This is an optimization exercise on Yosys and OpenROAD, whose aim is small area, a short achievable clock period and few clock cycles, not a production implementation.
For this run, only the layout was checked, not whether the RTL still works.
Power and IR drop assume default switching activity.

`design/flow/flow/run.sh`:
```
#!/bin/bash
# Own layout flow: the standard flow, except that the port buffers that
# global placement inserts (inputN / outputN) are made plain buffers
# (sky130_fd_sc_hd__buf_2) instead of delay buffers before clock-tree
# synthesis. Each tool's output goes to a log of its own in this folder.
set -euo pipefail
RES=orfs/results/${FLOW_PLATFORM}/cw_core/base
bash standard.sh synth          > log_1_synth.log 2>&1
bash standard.sh floorplan      > log_2_floorplan.log 2>&1
bash standard.sh place          > log_3_place.log 2>&1
cat > port_buffers.tcl <<EOT
read_db $RES/3_place.odb
set db [ord::get_db]
set buf [\$db findMaster sky130_fd_sc_hd__buf_2]
set n 0
foreach inst [[ord::get_db_block] getInsts] {
  if {[regexp {^(input|output)[0-9]+\$} [\$inst getName]] &&
      [string match {sky130_fd_sc_hd__clkdlybuf*} [[\$inst getMaster] getName]]} {
    \$inst swapMaster \$buf
    incr n
  }
}
puts "swapped \$n port buffers"
detailed_placement
check_placement -verbose
write_db $RES/3_place.odb
EOT
openroad -no_init -exit port_buffers.tcl > log_3_port_buffers.log 2>&1
bash standard.sh finish         > log_4_finish.log 2>&1
```
`design/flow/standard.sh`:
```
#!/bin/bash
# synth_recipe.tcl (not shown) runs the flow's synth.tcl, then flattens the netlist and writes it again
# the make line also repeats each setting of config.mk as NAME=value (left out here)
make -C /OpenROAD-flow-scripts/flow DESIGN_CONFIG=/design/flow/config.mk WORK_HOME=/design/flow/orfs CLKGATE_MAP_FILE= SYNTH_SCRIPT=/design/flow/synth_recipe.tcl "${@:-finish}"
```
`design/flow/config.mk`:
```
export PLATFORM = sky130hd
export DESIGN_NAME = cw_core
export DESIGN_NICKNAME = cw_core
export VERILOG_FILES = /design/flow/design.v
export SDC_FILE = /design/flow/constraint.sdc
export NUM_CORES = 4
export LEC_CHECK = 0
export ABC_AREA = 1
export CAP_MARGIN = 50
export CORE_MARGIN = 2
export CORE_UTILIZATION = 40
export CTS_CLUSTER_DIAMETER = 80
export CTS_CLUSTER_SIZE = 25
export SLEW_MARGIN = 70
```
`design/flow/constraint.sdc`:
```
create_clock -name core_clock -period 32.0 [get_ports {clk}]
set_input_delay 6.4000 -clock core_clock [delete_from_list [all_inputs] [get_ports {clk}]]
set_output_delay 6.4000 -clock core_clock [all_outputs]
set_load 0.01 [all_outputs]
```
`design/flow/design.v`:
```
module cw_dlo #(parameter K = 16) (
    input  wire [31:0]  a,
    input  wire [31:0]  b,
    output wire [K-1:0] lo,
    output wire         big
);
    wire [K:0] s = {1'b0, a[K-1:0]} - {1'b0, b[K-1:0]};
    assign lo = s[K-1:0];
    wire [31-K:0] ah = a[31:K];
    wire [31-K:0] bh = b[31:K];
    wire [31-K:0] p  = ah ^ bh;
    wire [31-K:0] c;
    assign c[0] = 1'b1;
    genvar i;
    generate
        for (i = 1; i <= 31 - K; i = i + 1) begin : g_c
            assign c[i] = c[i-1] & bh[i-1];
        end
    endgenerate
    wire e0 = ~|p;             
    wire e1 = &(p ~^ c);       
    assign big = ~(s[K] ? e1 : e0);
endmodule
module cw_rsub #(parameter W = 12) (
    input  wire [W-1:0] a,
    input  wire [W-1:0] b,
    output wire [W-1:0] d,
    output wire         nb
);
    wire [W:0] c;
    assign c[0] = 1'b1;
    genvar i;
    generate
        for (i = 0; i < W; i = i + 1) begin : g
            assign d[i]   = a[i] ^ ~b[i] ^ c[i];
            assign c[i+1] = (a[i] & ~b[i]) | (c[i] & (a[i] ^ ~b[i]));
        end
    endgenerate
    assign nb = c[W];
endmodule
module cw_radd #(parameter W = 12) (
    input  wire [W-1:0] a,
    input  wire [W-1:0] b,
    output wire [W:0]   s
);
    wire [W:0] c;
    assign c[0] = 1'b0;
    genvar i;
    generate
        for (i = 0; i < W; i = i + 1) begin : g
            assign s[i]   = a[i] ^ b[i] ^ c[i];
            assign c[i+1] = (a[i] & b[i]) | (c[i] & (a[i] ^ b[i]));
        end
    endgenerate
    assign s[W] = c[W];
endmodule
module cw_cmp #(parameter W = 14) (
    input  wire [W-1:0] a,
    input  wire [W-1:0] b,
    input  wire         cin,
    output wire         ge
);
    wire [W:0] c;
    assign c[0] = cin;
    genvar i;
    generate
        for (i = 0; i < W; i = i + 1) begin : g
            assign c[i+1] = (a[i] & ~b[i]) | ((a[i] | ~b[i]) & c[i]);
        end
    endgenerate
    assign ge = c[W];
endmodule
module cw_core (
    input  wire        clk,
    input  wire        rst,
    input  wire        cfg_mode,
    input  wire [15:0] cfg_debounce,
    input  wire        cfg_wgp,
    input  wire        cfg_ot_en,
    input  wire        cfg_st_en,
    input  wire        op_valid,
    output wire        op_ready,
    input  wire [39:0] op_word,
    output reg         resp_valid,
    output reg  [8:0]  resp,
    output wire        key_out,
    output reg         tone_tx,
    output reg         sidetone
);
    localparam [7:0] EMPTY   = 8'h00;
    localparam [7:0] ERRCH   = 8'h23;
    localparam [7:0] SPACECH = 8'h20;
    localparam [7:0] FILL    = 8'h2A;
    localparam [2:0] PH_IDLE       = 3'b000;
    localparam [2:0] PH_ASSERT     = 3'b100;
    localparam [2:0] PH_GAP_SYMBOL = 3'b001;
    localparam [2:0] PH_GAP_LETTER = 3'b010;
    localparam [2:0] PH_WORD_GAP   = 3'b011;
    localparam [10:0] DOT_RESET  = 11'd92;
    localparam [11:0] DASH_RESET = 12'd276;
    localparam [13:0] WGAP_RESET = 14'd646;
    localparam [13:0] W23_RESET  = 14'd430;    
    function automatic [7:0] lookup(input [6:0] idx);
        begin
            lookup =
                (idx == 7'h00) ? 8'h20 :
                (idx == 7'h01) ? 8'h45 :
                (idx == 7'h02) ? 8'h54 :
                (idx == 7'h03) ? 8'h49 :
                (idx == 7'h04) ? 8'h41 :
                (idx == 7'h05) ? 8'h4E :
                (idx == 7'h06) ? 8'h4D :
                (idx == 7'h07) ? 8'h53 :
                (idx == 7'h08) ? 8'h55 :
                (idx == 7'h09) ? 8'h52 :
                (idx == 7'h0A) ? 8'h57 :
                (idx == 7'h0B) ? 8'h44 :
                (idx == 7'h0C) ? 8'h4B :
                (idx == 7'h0D) ? 8'h47 :
                (idx == 7'h0E) ? 8'h4F :
                (idx == 7'h0F) ? 8'h48 :
                (idx == 7'h10) ? 8'h56 :
                (idx == 7'h11) ? 8'h46 :
                (idx == 7'h13) ? 8'h4C :
                (idx == 7'h15) ? 8'h50 :
                (idx == 7'h16) ? 8'h4A :
                (idx == 7'h17) ? 8'h42 :
                (idx == 7'h18) ? 8'h58 :
                (idx == 7'h19) ? 8'h43 :
                (idx == 7'h1A) ? 8'h59 :
                (idx == 7'h1B) ? 8'h5A :
                (idx == 7'h1C) ? 8'h51 :
                (idx == 7'h1F) ? 8'h35 :
                (idx == 7'h20) ? 8'h34 :
                (idx == 7'h22) ? 8'h33 :
                (idx == 7'h26) ? 8'h32 :
                (idx == 7'h27) ? 8'h26 :
                (idx == 7'h29) ? 8'h2B :
                (idx == 7'h2E) ? 8'h31 :
                (idx == 7'h2F) ? 8'h36 :
                (idx == 7'h30) ? 8'h3D :
                (idx == 7'h31) ? 8'h2F :
                (idx == 7'h35) ? 8'h28 :
                (idx == 7'h37) ? 8'h37 :
                (idx == 7'h3B) ? 8'h38 :
                (idx == 7'h3D) ? 8'h39 :
                (idx == 7'h3E) ? 8'h30 :
                (idx == 7'h4B) ? 8'h3F :
                (idx == 7'h4C) ? 8'h5F :
                (idx == 7'h51) ? 8'h22 :
                (idx == 7'h54) ? 8'h2E :
                (idx == 7'h59) ? 8'h40 :
                (idx == 7'h5D) ? 8'h27 :
                (idx == 7'h60) ? 8'h2D :
                (idx == 7'h69) ? 8'h3B :
                (idx == 7'h6A) ? 8'h21 :
                (idx == 7'h6C) ? 8'h29 :
                (idx == 7'h72) ? 8'h2C :
                (idx == 7'h77) ? 8'h3A :
                FILL;
        end
    endfunction
    function automatic [7:0] find_index(input [7:0] c);
        begin
            find_index =
                (c == 8'h20) ? 8'h00 :
                (c == 8'h21) ? 8'h6A :
                (c == 8'h22) ? 8'h51 :
                (c == 8'h26) ? 8'h27 :
                (c == 8'h27) ? 8'h5D :
                (c == 8'h28) ? 8'h35 :
                (c == 8'h29) ? 8'h6C :
                (c == 8'h2A) ? 8'h12 :
                (c == 8'h2B) ? 8'h29 :
                (c == 8'h2C) ? 8'h72 :
                (c == 8'h2D) ? 8'h60 :
                (c == 8'h2E) ? 8'h54 :
                (c == 8'h2F) ? 8'h31 :
                (c == 8'h30) ? 8'h3E :
                (c == 8'h31) ? 8'h2E :
                (c == 8'h32) ? 8'h26 :
                (c == 8'h33) ? 8'h22 :
                (c == 8'h34) ? 8'h20 :
                (c == 8'h35) ? 8'h1F :
                (c == 8'h36) ? 8'h2F :
                (c == 8'h37) ? 8'h37 :
                (c == 8'h38) ? 8'h3B :
                (c == 8'h39) ? 8'h3D :
                (c == 8'h3A) ? 8'h77 :
                (c == 8'h3B) ? 8'h69 :
                (c == 8'h3D) ? 8'h30 :
                (c == 8'h3F) ? 8'h4B :
                (c == 8'h40) ? 8'h59 :
                (c == 8'h41) ? 8'h04 :
                (c == 8'h42) ? 8'h17 :
                (c == 8'h43) ? 8'h19 :
                (c == 8'h44) ? 8'h0B :
                (c == 8'h45) ? 8'h01 :
                (c == 8'h46) ? 8'h11 :
                (c == 8'h47) ? 8'h0D :
                (c == 8'h48) ? 8'h0F :
                (c == 8'h49) ? 8'h03 :
                (c == 8'h4A) ? 8'h16 :
                (c == 8'h4B) ? 8'h0C :
                (c == 8'h4C) ? 8'h13 :
                (c == 8'h4D) ? 8'h06 :
                (c == 8'h4E) ? 8'h05 :
                (c == 8'h4F) ? 8'h0E :
                (c == 8'h50) ? 8'h15 :
                (c == 8'h51) ? 8'h1C :
                (c == 8'h52) ? 8'h09 :
                (c == 8'h53) ? 8'h07 :
                (c == 8'h54) ? 8'h02 :
                (c == 8'h55) ? 8'h08 :
                (c == 8'h56) ? 8'h10 :
                (c == 8'h57) ? 8'h0A :
                (c == 8'h58) ? 8'h18 :
                (c == 8'h59) ? 8'h1A :
                (c == 8'h5A) ? 8'h1B :
                (c == 8'h5F) ? 8'h4C :
                (c == 8'h61) ? 8'h04 :
                (c == 8'h62) ? 8'h17 :
                (c == 8'h63) ? 8'h19 :
                (c == 8'h64) ? 8'h0B :
                (c == 8'h65) ? 8'h01 :
                (c == 8'h66) ? 8'h11 :
                (c == 8'h67) ? 8'h0D :
                (c == 8'h68) ? 8'h0F :
                (c == 8'h69) ? 8'h03 :
                (c == 8'h6A) ? 8'h16 :
                (c == 8'h6B) ? 8'h0C :
                (c == 8'h6C) ? 8'h13 :
                (c == 8'h6D) ? 8'h06 :
                (c == 8'h6E) ? 8'h05 :
                (c == 8'h6F) ? 8'h0E :
                (c == 8'h70) ? 8'h15 :
                (c == 8'h71) ? 8'h1C :
                (c == 8'h72) ? 8'h09 :
                (c == 8'h73) ? 8'h07 :
                (c == 8'h74) ? 8'h02 :
                (c == 8'h75) ? 8'h08 :
                (c == 8'h76) ? 8'h10 :
                (c == 8'h77) ? 8'h0A :
                (c == 8'h78) ? 8'h18 :
                (c == 8'h79) ? 8'h1A :
                (c == 8'h7A) ? 8'h1B :
                8'hFF;
        end
    endfunction
    function automatic [6:0] find_code(input [7:0] c);
        begin
            find_code =
                (c == 8'h21) ? 7'h75 :
                (c == 8'h22) ? 7'h52 :
                (c == 8'h26) ? 7'h22 :
                (c == 8'h27) ? 7'h5E :
                (c == 8'h28) ? 7'h2D :
                (c == 8'h29) ? 7'h6D :
                (c == 8'h2A) ? 7'h1C :
                (c == 8'h2B) ? 7'h2A :
                (c == 8'h2C) ? 7'h73 :
                (c == 8'h2D) ? 7'h61 :
                (c == 8'h2E) ? 7'h6A :
                (c == 8'h2F) ? 7'h29 :
                (c == 8'h30) ? 7'h3F :
                (c == 8'h31) ? 7'h3E :
                (c == 8'h32) ? 7'h3C :
                (c == 8'h33) ? 7'h38 :
                (c == 8'h34) ? 7'h30 :
                (c == 8'h35) ? 7'h20 :
                (c == 8'h36) ? 7'h21 :
                (c == 8'h37) ? 7'h23 :
                (c == 8'h38) ? 7'h27 :
                (c == 8'h39) ? 7'h2F :
                (c == 8'h3A) ? 7'h47 :
                (c == 8'h3B) ? 7'h55 :
                (c == 8'h3D) ? 7'h31 :
                (c == 8'h3F) ? 7'h4C :
                (c == 8'h40) ? 7'h56 :
                (c == 8'h41) ? 7'h06 :
                (c == 8'h42) ? 7'h11 :
                (c == 8'h43) ? 7'h15 :
                (c == 8'h44) ? 7'h09 :
                (c == 8'h45) ? 7'h02 :
                (c == 8'h46) ? 7'h14 :
                (c == 8'h47) ? 7'h0B :
                (c == 8'h48) ? 7'h10 :
                (c == 8'h49) ? 7'h04 :
                (c == 8'h4A) ? 7'h1E :
                (c == 8'h4B) ? 7'h0D :
                (c == 8'h4C) ? 7'h12 :
                (c == 8'h4D) ? 7'h07 :
                (c == 8'h4E) ? 7'h05 :
                (c == 8'h4F) ? 7'h0F :
                (c == 8'h50) ? 7'h16 :
                (c == 8'h51) ? 7'h1B :
                (c == 8'h52) ? 7'h0A :
                (c == 8'h53) ? 7'h08 :
                (c == 8'h54) ? 7'h03 :
                (c == 8'h55) ? 7'h0C :
                (c == 8'h56) ? 7'h18 :
                (c == 8'h57) ? 7'h0E :
                (c == 8'h58) ? 7'h19 :
                (c == 8'h59) ? 7'h1D :
                (c == 8'h5A) ? 7'h13 :
                (c == 8'h5F) ? 7'h6C :
                (c == 8'h61) ? 7'h06 :
                (c == 8'h62) ? 7'h11 :
                (c == 8'h63) ? 7'h15 :
                (c == 8'h64) ? 7'h09 :
                (c == 8'h65) ? 7'h02 :
                (c == 8'h66) ? 7'h14 :
                (c == 8'h67) ? 7'h0B :
                (c == 8'h68) ? 7'h10 :
                (c == 8'h69) ? 7'h04 :
                (c == 8'h6A) ? 7'h1E :
                (c == 8'h6B) ? 7'h0D :
                (c == 8'h6C) ? 7'h12 :
                (c == 8'h6D) ? 7'h07 :
                (c == 8'h6E) ? 7'h05 :
                (c == 8'h6F) ? 7'h0F :
                (c == 8'h70) ? 7'h16 :
                (c == 8'h71) ? 7'h1B :
                (c == 8'h72) ? 7'h0A :
                (c == 8'h73) ? 7'h08 :
                (c == 8'h74) ? 7'h03 :
                (c == 8'h75) ? 7'h0C :
                (c == 8'h76) ? 7'h18 :
                (c == 8'h77) ? 7'h0E :
                (c == 8'h78) ? 7'h19 :
                (c == 8'h79) ? 7'h1D :
                (c == 8'h7A) ? 7'h13 :
                7'd1;
        end
    endfunction
    reg        rst_r;
    reg        rv;
    reg [39:0] r;
    reg        rdy;
    reg        c_mode, c_wgp;
    reg [16:0] c_thr;        
    assign op_ready = rdy;
    wire [3:0]  opc = r[39:36];
    wire        sig = r[32];
    wire [31:0] now = r[31:0];
    reg legal;
    always @* begin
        case (opc)
            4'd1, 4'd5:  legal = (r[35:16] == 20'd0);
            4'd2:        legal = (r[35:33] == 3'd0);
            4'd6:        legal = (r[35:32] == 4'd0);
            4'd3, 4'd4, 4'd7:
                         legal = (r[35:0] == 36'd0);
            4'd8, 4'd10: legal = (r[35:8] == 28'd0);
            4'd9:        legal = (r[35:7] == 29'd0);
            default:     legal = 1'b0;
        endcase
    end
    reg  fv;                  
    wire is_dt  = (opc == 4'd2);
    wire ss_r   = rv && legal && (opc == 4'd1 || opc == 4'd5);    
    wire dv_last;
    wire hold   = rv && ((ss_r && !dv_last) || (is_dt && !fv));    
    wire go     = rv && !hold;
    wire ex     = go && legal;
    reg [5:0]  dv_cnt;
    reg [10:0] rem;
    reg [1:0]  r3;
    wire [10:0] w_op = r[15] ? 11'd1 :
                       (r[14:0] == 15'd0) ? 11'd1 :
                       (r[14:11] != 4'd0 || r[10:0] > 11'd1200) ? 11'd1200 : r[10:0];
    wire dv_dec  = ~opc[2];
    wire dv_ext  = dv_dec && c_wgp;                   
    assign dv_last = dv_ext ? (dv_cnt == 6'd37) : (dv_cnt == 6'd36);
    reg nbit, rfirst;
    always @* begin
        if (dv_cnt < 6'd11) begin
            nbit   = 11'd1200 >> (6'd10 - dv_cnt);
            rfirst = (dv_cnt == 6'd0);
        end else if (dv_cnt < 6'd23) begin
            nbit   = 12'd3600 >> (6'd22 - dv_cnt);
            rfirst = (dv_cnt == 6'd11);
        end else if (dv_cnt < 6'd37) begin
            nbit   = 14'd8400 >> (6'd36 - dv_cnt);
            rfirst = (dv_cnt == 6'd23);
        end else begin
            nbit   = 1'b0;
            rfirst = 1'b0;
        end
    end
    wire [11:0] dt    = {rfirst ? 11'd0 : rem, nbit};
    wire [11:0] dsb;
    wire        dsb_nb;
    wire        qb;
    cw_cmp  #(.W(12)) u_dq (.a(dt), .b({1'b0, w_op}), .cin(1'b1), .ge(qb));
    cw_rsub #(.W(12)) u_dv (.a(dt), .b({1'b0, w_op}), .d(dsb), .nb(dsb_nb));
    wire [10:0] rem_n = qb ? dsb[10:0] : dt[10:0];
    wire q_dot  = dv_cnt < 6'd11;
    wire q_dash = (dv_cnt >= 6'd11) && (dv_cnt < 6'd23);
    wire q_wgap = (dv_cnt >= 6'd23) && (dv_cnt < 6'd37);
    wire [2:0]  t3    = {(rfirst ? 2'd0 : r3), (dv_cnt < 6'd37) ? qb : 1'b0};
    wire        o3    = t3 >= 3'd3;
    wire [1:0]  r3_n  = o3 ? t3[1:0] - 2'd3 : t3[1:0];
    wire ld        = op_valid && rdy;
    wire dt_in     = (op_word[39:36] == 4'd2);
    wire ss_in     = (op_word[38:36] == 3'b001 || op_word[38:36] == 3'b101) && !op_word[39];
    wire dchg      = (go && is_dt) || (ss_r && dv_dec);    
    wire dv_more   = ss_r && (dv_cnt != (dv_ext ? 6'd36 : 6'd35));
    wire rdy_n     = !((ld && (ss_in || (dt_in && dchg))) ||
                       (hold && (dv_more || (is_dt && dchg))));
    always @(posedge clk) begin
        c_mode <= cfg_mode;
        c_wgp  <= cfg_wgp;
        c_thr  <= cfg_mode ? {6'd0, dec_dot} : {cfg_debounce, 1'b0};
        rst_r  <= rst;
        if (!hold) r <= op_word;
        if (rst) begin
            rv  <= 1'b0;
            rdy <= 1'b0;
        end else begin
            rv  <= ld || hold;
            rdy <= rst_r || rdy_n;
        end
        if (rst_r) begin
            dv_cnt <= 6'd0;
            fv     <= 1'b0;
        end else begin
            fv     <= !dchg;
            dv_cnt <= (ss_r && !dv_last) ? dv_cnt + 6'd1 : 6'd0;
        end
        if (ss_r) begin
            rem <= rem_n;
            r3  <= r3_n;
        end
    end
    reg [10:0] enc_dot;
    reg [11:0] enc_dash;
    reg [13:0] enc_wgap;
    reg        enc_pv;
    reg [6:0]  enc_s;             
    reg [2:0]  enc_phase;
    reg [31:0] enc_phase_start;
    reg [13:0] enc_phase_len;
    reg [10:0] dec_dot;
    reg [11:0] dec_dash;
    reg [13:0] dec_thr;           
    reg [6:0]  dec_tree;
    reg        dec_sig_state;
    reg        dec_last_raw;
    reg [31:0] dec_mark_start;
    reg [31:0] dec_space_start;
    reg [31:0] dec_last_trans;
    reg        dec_pending;
    reg        dec_ws_emitted;
    reg [7:0]  dec_out;           
    wire [15:0] a_lo;  wire a_big;
    wire [13:0] b_lo;  wire b_big;
    cw_dlo #(.K(16)) u_da (.a(now), .b(dec_last_trans), .lo(a_lo), .big(a_big));
    cw_dlo #(.K(14)) u_db (.a(now), .b(r[38] ? enc_phase_start : dec_space_start),
                           .lo(b_lo), .big(b_big));
    wire chg    = sig ^ dec_last_raw;
    wire ltsel  = c_mode ? sig : chg;
    wire fe_ge  = a_big || ({a_lo, 1'b0} >= c_thr);
    wire deb_ok = chg ? (c_thr == 17'd0) : fe_ge;
    wire aud_dn = fe_ge;
    wire tr_up  = sig && !dec_sig_state && (c_mode || deb_ok);
    wire tr_dn  = !sig && dec_sig_state && (c_mode ? aud_dn : deb_ok);
    wire st_n   = tr_up || (dec_sig_state && !tr_dn);
    wire        sp_zero = dec_sig_state && ltsel;
    wire [13:0] sp_lo   = (dec_sig_state && !r[38]) ? a_lo[13:0] : b_lo;
    wire        sp_big  = dec_sig_state ? (a_big || a_lo[15:14] != 2'd0) : b_big;
    wire gt_q   = !sp_zero && (sp_big || sp_lo[13:9] != 5'd0 || sp_lo[8:0] > dec_dot[10:2]);  
    wire ge_2d  = !sp_zero && (sp_big || sp_lo[13:12] != 2'd0 || sp_lo[11:0] >= {dec_dot, 1'b0});
    wire        cmp_ge;
    cw_cmp #(.W(14)) u_cmp (.a(sp_lo), .b(r[38] ? enc_phase_len : dec_thr), .cin(r[38]),
                            .ge(cmp_ge));
    wire over   = !sp_zero && (sp_big || cmp_ge);
    wire [12:0] d_lo;  wire d_big;
    cw_dlo #(.K(13)) u_dd (.a(dec_sig_state ? dec_last_trans : dec_space_start),
                           .b(dec_mark_start), .lo(d_lo), .big(d_big));
    wire [12:0] dd;
    cw_radd #(.W(12)) u_dd2 (.a({1'b0, dec_dot}), .b(dec_dash), .s(dd));
    reg         isdot, isdash;
    always @(posedge clk) begin
        isdot  <= !d_big && d_lo[12:11] == 2'd0 && {d_lo[10:0], 1'b0} < dec_dash;
        isdash <= !d_big && d_lo < dd;
    end
    wire c2     = !dec_pending && gt_q;
    wire err    = dec_tree >= 7'd63;
    wire [6:0] tree1 = !c2 ? dec_tree :
                       err ? 7'd0 :
                       isdot ? {dec_tree[5:0], 1'b0} + 7'd1 :
                       isdash ? {dec_tree[5:0], 1'b0} + 7'd2 : dec_tree;
    wire pend1  = dec_pending || (c2 && (err || isdot || isdash));
    wire c3     = ge_2d && (tree1 != 7'd0);
    wire c4     = over && !dec_ws_emitted && (tree1 == 7'd0) && !(c2 && err);
    wire enc_idle = (enc_phase == PH_IDLE) && !enc_pv;
    wire e_due = b_big || cmp_ge;
    wire       more = (enc_s[6:1] != 6'd1);    
    wire        idle_ph = (enc_phase == PH_IDLE);
    wire [11:0] gl_letter;
    wire [13:0] gl_word;
    wire        gl_nb0, gl_nb1;
    cw_rsub #(.W(12)) u_gl (.a(enc_dash), .b({1'b0, enc_dot}), .d(gl_letter), .nb(gl_nb0));
    cw_rsub #(.W(14)) u_gw (.a(enc_wgap), .b({2'b00, enc_dash}), .d(gl_word), .nb(gl_nb1));
    wire [13:0] gap_len = idle_ph ? gl_word : {2'b00, gl_letter};
    reg [2:0]  et_phase;
    reg        et_shift;
    reg [13:0] et_len;
    reg        et_start;
    reg        et_done;
    always @* begin
        et_phase  = enc_phase;
        et_shift  = 1'b0;
        et_len    = enc_phase_len;
        et_start  = 1'b0;
        et_done   = 1'b0;
        if (idle_ph) begin
            if (enc_pv) begin
                et_start = 1'b1;
                if (enc_s == 7'd1) begin
                    et_phase = PH_WORD_GAP;
                    et_len   = gap_len;
                end else begin
                    et_phase  = PH_ASSERT;
                    et_len    = enc_s[0] ? {2'b00, enc_dash} : {3'b000, enc_dot};
                end
            end
        end else if (e_due) begin
            et_start = 1'b1;
            case (enc_phase)
                PH_ASSERT: begin
                    et_phase = PH_GAP_SYMBOL;
                    et_len   = {3'b000, enc_dot};
                end
                PH_GAP_SYMBOL: begin
                    if (more) begin
                        et_shift  = 1'b1;
                        et_phase  = PH_ASSERT;
                        et_len    = enc_s[1] ? {2'b00, enc_dash} : {3'b000, enc_dot};
                    end else begin
                        et_phase  = PH_GAP_LETTER;
                        et_len    = gap_len;
                    end
                end
                default: begin
                    et_phase = PH_IDLE;
                    et_start = 1'b0;
                    et_done  = 1'b1;
                end
            endcase
        end
    end
    wire [7:0] fnd = find_index(r[7:0]);
    wire write_ok = enc_idle && (r[7:0] != FILL) && (r[7:0] != EMPTY);
    wire dv_d = ss_r && dv_dec;
    wire dv_e = ss_r && !dv_dec;
    always @(posedge clk) begin
        if (rst_r) begin
            dec_dot         <= DOT_RESET;
            dec_dash        <= DASH_RESET;
            dec_thr         <= c_wgp ? W23_RESET : WGAP_RESET;
            dec_tree        <= 7'd0;
            dec_sig_state   <= 1'b0;
            dec_last_raw    <= 1'b0;
            dec_pending     <= 1'b1;
            dec_ws_emitted  <= 1'b1;
            dec_out         <= EMPTY;
        end else begin
            if (dv_d && q_dot)  dec_dot  <= {dec_dot[9:0], qb};
            if (dv_d && q_dash) dec_dash <= {dec_dash[10:0], qb};
            if (dv_d && (c_wgp ? dv_cnt >= 6'd23 : q_wgap))
                dec_thr <= {dec_thr[12:0], c_wgp ? o3 : qb};
            if (ex && opc == 4'd2) begin
                dec_sig_state  <= st_n;
                dec_last_raw   <= sig;
                if (st_n) begin
                    dec_pending    <= 1'b0;
                    dec_ws_emitted <= 1'b0;
                end else begin
                    dec_pending <= pend1;
                    if (c3) begin
                        dec_tree <= 7'd0;
                        dec_out  <= {1'b1, tree1};
                    end else begin
                        dec_tree <= tree1;
                        if (c2 && err) dec_out <= ERRCH;
                        else if (c4)   dec_out <= SPACECH;
                    end
                    if (c4) dec_ws_emitted <= 1'b1;
                end
            end
            if (ex && opc == 4'd4) dec_out <= EMPTY;
        end
        if (ex && opc == 4'd2) begin
            if (ltsel) dec_last_trans <= now;
            if (tr_up) dec_mark_start  <= ltsel ? now : dec_last_trans;
            if (tr_dn) dec_space_start <= ltsel ? now : dec_last_trans;
        end
    end
    always @(posedge clk) begin
        if (rst_r) begin
            enc_dot         <= DOT_RESET;
            enc_dash        <= DASH_RESET;
            enc_wgap        <= WGAP_RESET;
            enc_pv          <= 1'b0;
            enc_phase       <= PH_IDLE;
        end else begin
            if (dv_e && q_dot)  enc_dot  <= {enc_dot[9:0], qb};
            if (dv_e && q_dash) enc_dash <= {enc_dash[10:0], qb};
            if (dv_e && q_wgap) enc_wgap <= {enc_wgap[12:0], qb};
            if (ex && opc == 4'd6) begin
                enc_phase     <= et_phase;
                if (et_done)  enc_pv <= 1'b0;
            end
            if (ex && opc == 4'd8 && write_ok) enc_pv <= 1'b1;
        end
        if (ex && opc == 4'd6) begin
            if (et_shift) enc_s <= {1'b0, enc_s[6:1]};
            enc_phase_len <= et_len;
            if (et_start) enc_phase_start <= now;
        end
        if (ex && opc == 4'd8 && write_ok)
            enc_s <= find_code(r[7:0]);
    end
    wire [7:0] lk = lookup((opc == 4'd9) ? r[6:0] : dec_out[6:0]);
    reg  [7:0] data;
    always @* begin
        case (opc)
            4'd3:    data = {7'd0, dec_out != EMPTY};
            4'd4:    data = dec_out[7] ? lk : dec_out;
            4'd7:    data = {7'd0, enc_idle};
            4'd8:    data = {7'd0, write_ok};
            4'd9:    data = lk;
            4'd10:   data = fnd;
            default: data = 8'h00;
        endcase
        if (!legal) data = 8'h00;
    end
    reg key_r;
    always @(posedge clk) begin
        if (rst) begin
            resp_valid <= 1'b0;
            key_r      <= 1'b0;
            tone_tx    <= 1'b0;
        end else begin
            resp_valid <= go;
            if (ex && opc == 4'd6) key_r <= et_phase[2];
            tone_tx    <= cfg_ot_en && key_r;
        end
        if (rst || rst_r) sidetone <= 1'b0;
        else              sidetone <= cfg_st_en && dec_sig_state;
        resp <= {!legal, data};
    end
    assign key_out = key_r;
endmodule
```
==> results.cfg <==
[min_path]
hold_class = flop to flop
hold_start = key_r

[synthesis]
synth_commonest_cells = 577 x nand2_1, 506 x inv_1, 392 x nor2_1, 248 x o21ai_0, 216 x edfxtp_1
synth_seq_cells = 343
synth_edf_count = 216
synth_area_leaders = edfxtp_1 27%, dfxtp_1 11%, nand2_1 9.0%
synth_area_leader_cell = edfxtp_1
yosysMostFrequentCell = nand2_1
synth-seq-area-share_pct = 37.4
ys_types = 64
synthesis.area_um2 = 24100
synth_fa_ha_area_share_pct = 10.4
synth_xor_area_share_pct = 3.40
synth_top_family_by_area = simple AND/OR/NAND/NOR gates
synthArstFlopShare_pct = 0
synth_nets = 3414
syn_avg_cell_area_um2 = 7.60
ys.flop_type = edfxtp_1
synth_compound_area_share_pct = 13.8
synthDominantCellAreaShare_pct = 26.9
synth-simple-area-share_pct = 25.5
synth_mux_area_share_pct = 0.306
synth_cells = 3177
yosys_warnings = 1

[die]
die_h_um = 250
die_w_um = 250
coreArea_um2 = 60000
fp.dieArea_um2 = 62400
initial_core_util_pct = 40.2
ioPinCount = 77
rows = 90

[sta]
setup_tns_ns = 0
final-setup-viol-count = 0
worstMarginPinSlew_ns = 0.468
rsz0062_at_grt = no
clock.fmax_ghz = 0.133
finalHoldViolations = 0
slew_headroom_pct = 68.5
drv_slew = 0
fin_crit_ns = 7.49
clock_skew_ns = 0.0460
fin_crit_sh_pct = 23.4

[cells_and_area]
ff_latch_area_um2 = 9030
drive_above_1_share_pct = 9.95
nNetsFinal = 3490
nFillCells = 6106
post-route-util_pct = 44.9
final_cells = 4057
areaGrowthSynthToFinish_pct = 11.7
antenna_cells = 0
multi_input_area_um2 = 13200

[global_routing]
met1_usage_pct = 34.9
grt_usage_pct = 23.5
busiest_layer = met2
grt_pass1_wl_um = 117000
grt_pass1_vias = 20400
grt_max_degree = 59
grtUsageMet3_pct = 2.25
grt_overflow = 0
antenna_found_initial = 0
use_met2_pct = 36.7

[cts]
cts_tree = done
cts.clk_slew.worst_paths_ns = 0.09
htreeDepth = 1
holdBufCountCts = 0
clock_sinks = 343
clock-root-buffer = clkbuf_16
clkLatencyLatePin_ns = 0.61
post-cts-setup-buffers = 0
cts_made_buffers = 28
cts.repair.resized = 0
clk_path_buf_depth = 3

[setup_path]
arrival_ns = 1.09
critPathCaptureType = output pin
cp_top_family = flip-flops
cp.required_ns = 25.60
path_cells = buf_2
crit_buf_inv = 1
crit_fanout = 3
crit_slowest_cell = dfxtp_1
cp-start-kind = flop
rr_startpoint = r[3]
crit_type = flop to output pin
cp-startpoint = key_r
cpPeakStageDelay_ns = 0.36

[power_and_ir_drop]
p_leak_uw = 0.0120
vdd_drop_max_v = 0.0000402
power_density_nw_per_um2 = 37.1

[routing]
wirelength_um = 74600
firstDrtPassIters = 6
drtIter0Drc = 1899
vias_per_cell = 5.40
drc = 0
postRouteAntennaNets = 0
routedWlPerCell_um = 18.4
vias = 21900

[placed_design]
port_buffers = 76
dp.cells = 4005
dp_hpwl_um = 57700
gp_congestion = 0.956

[run]
cap_violations = 0

[status]
status = complete, no violations
kinds of logic (layout without fill, tap and decap cells):
family | count (synthesis) | in the layout
mux | 7 | 7
flops | 343 | 343
compound gates | 577 | 577
fa+ha+maj | 174 | 174
buf+inv | 589 | 687
simple gates | 1394 | 1394
xor+xnor | 93 | 93
path summary, 6_finish.rpt:
path                   to  slack [ns]  cells past startpoint
setup / recovery  key_out       24.51                      1
setup reg to reg  rem[10]       25.41                     21
hold reg to reg   tone_tx        0.45                      2
hold / removal    tone_tx        0.45                      2
where the power goes:
group | switching [uW] | internal [uW] | total (uW)
Sequential | 7.00 | 475 | 482
Clock | 204 | 199 | 403
Combinational | 78.8 | 36.4 | 115
flip-flops by register name, summed over array words and instances, names as in the netlist, 11 cells and up:
signal,flops
c_thr,17
dec_dash,12
dec_dot,11
dec_last_trans,32
dec_mark_start,32
dec_space_start,32
dec_thr,14
enc_dash,12
enc_dot,11
enc_phase_len,14
enc_phase_start,32
enc_wgap,14
r,40
rem,11
cell type report:
type,instances,area share [%]
Clock inverter,22,1.27
Timing Repair Buffer,121,2.72
Clock buffer,30,2.71
Tap cell,782,3.63
Multi-Input combinational cell,2245,49.0
Sequential cell,343,33.5
Inverter,514,7.17
worst reg2reg max path, stage by stage (launching register included):
cell and delay [ns]:
edfxtp_1 0.56, nor2_1 0.09, inv_1 0.24, nor2_1 0.10
inv_1 0.33, a21oi_1 0.24, o2111ai_1 0.22, and2_1 0.38
o21ai_0 0.14, ha_1 0.21, fa_1 0.41, fa_1 0.40
fa_1 0.39, fa_1 0.41, fa_1 0.40, fa_1 0.40
fa_1 0.39, fa_1 0.39, fa_1 0.38, xnor2_1 0.14
nand2_1 0.06, o21ai_0 0.08
layer usage:
metal,part of all wire [%],up-vias
met2,44,681
li1,-,10800
met3,6.3,109
met5,0,-
met1,48,10300
met4,2.2,0
layout by cell type (no fill, tap or decap), types with 86 or more instances in the layout:
| cell type | netlist | final |
|---|---|---|
| nand2_1 | 577 | 569 |
| o21ai_0 | 248 | 225 |
| a21oi_1 | 165 | 165 |
| edfxtp_1 | 216 | 216 |
| ha_1 | 131 | 131 |
| nand3_1 | 151 | 150 |
| nor2_1 | 392 | 373 |
| dfxtp_1 | 127 | 126 |
| buf_2 | 4 | 86 |
| inv_1 | 506 | 496 |
stage by stage:
stage               area [um^2]  hold WS [ns]  setup WS, ns  power [uW]
floorplan                 24100         0.426         24.84         561
global placement          25700         0.440         24.22         604
detailed placement        26200         0.436         24.32         608
CTS                       26900         0.455         24.47        1010
global route              27000         0.481         24.47        1040
finish                    27000         0.453         24.51        1000

[static timing again, ports no longer ideal]
In the flow no input, the clock included, has a driving cell. The finished layout below was timed again as built, in two steps.
Step 1: set_driving_cell puts a clkbuf_16 on clk and a buf_2 on each other input, an assumption about the parent block.
Step 2 times the ports against the registers' clock, not the clock port: input delays grow and output delays shrink by t, the midpoint of the rising clock arrivals with the driver on.
Three values: ideal, step 1, step 2; two values: the first two.
t, ns: 0.646
setup slack, ns: 24.506 / 24.448 / 24.779
latest minus earliest clock arrival (ns): 0.046 / 0.046
After both steps this run still meets setup and hold. For this run, drivers alone change the setup slack by -0.058 ns; drivers and shift together by +0.273 ns.
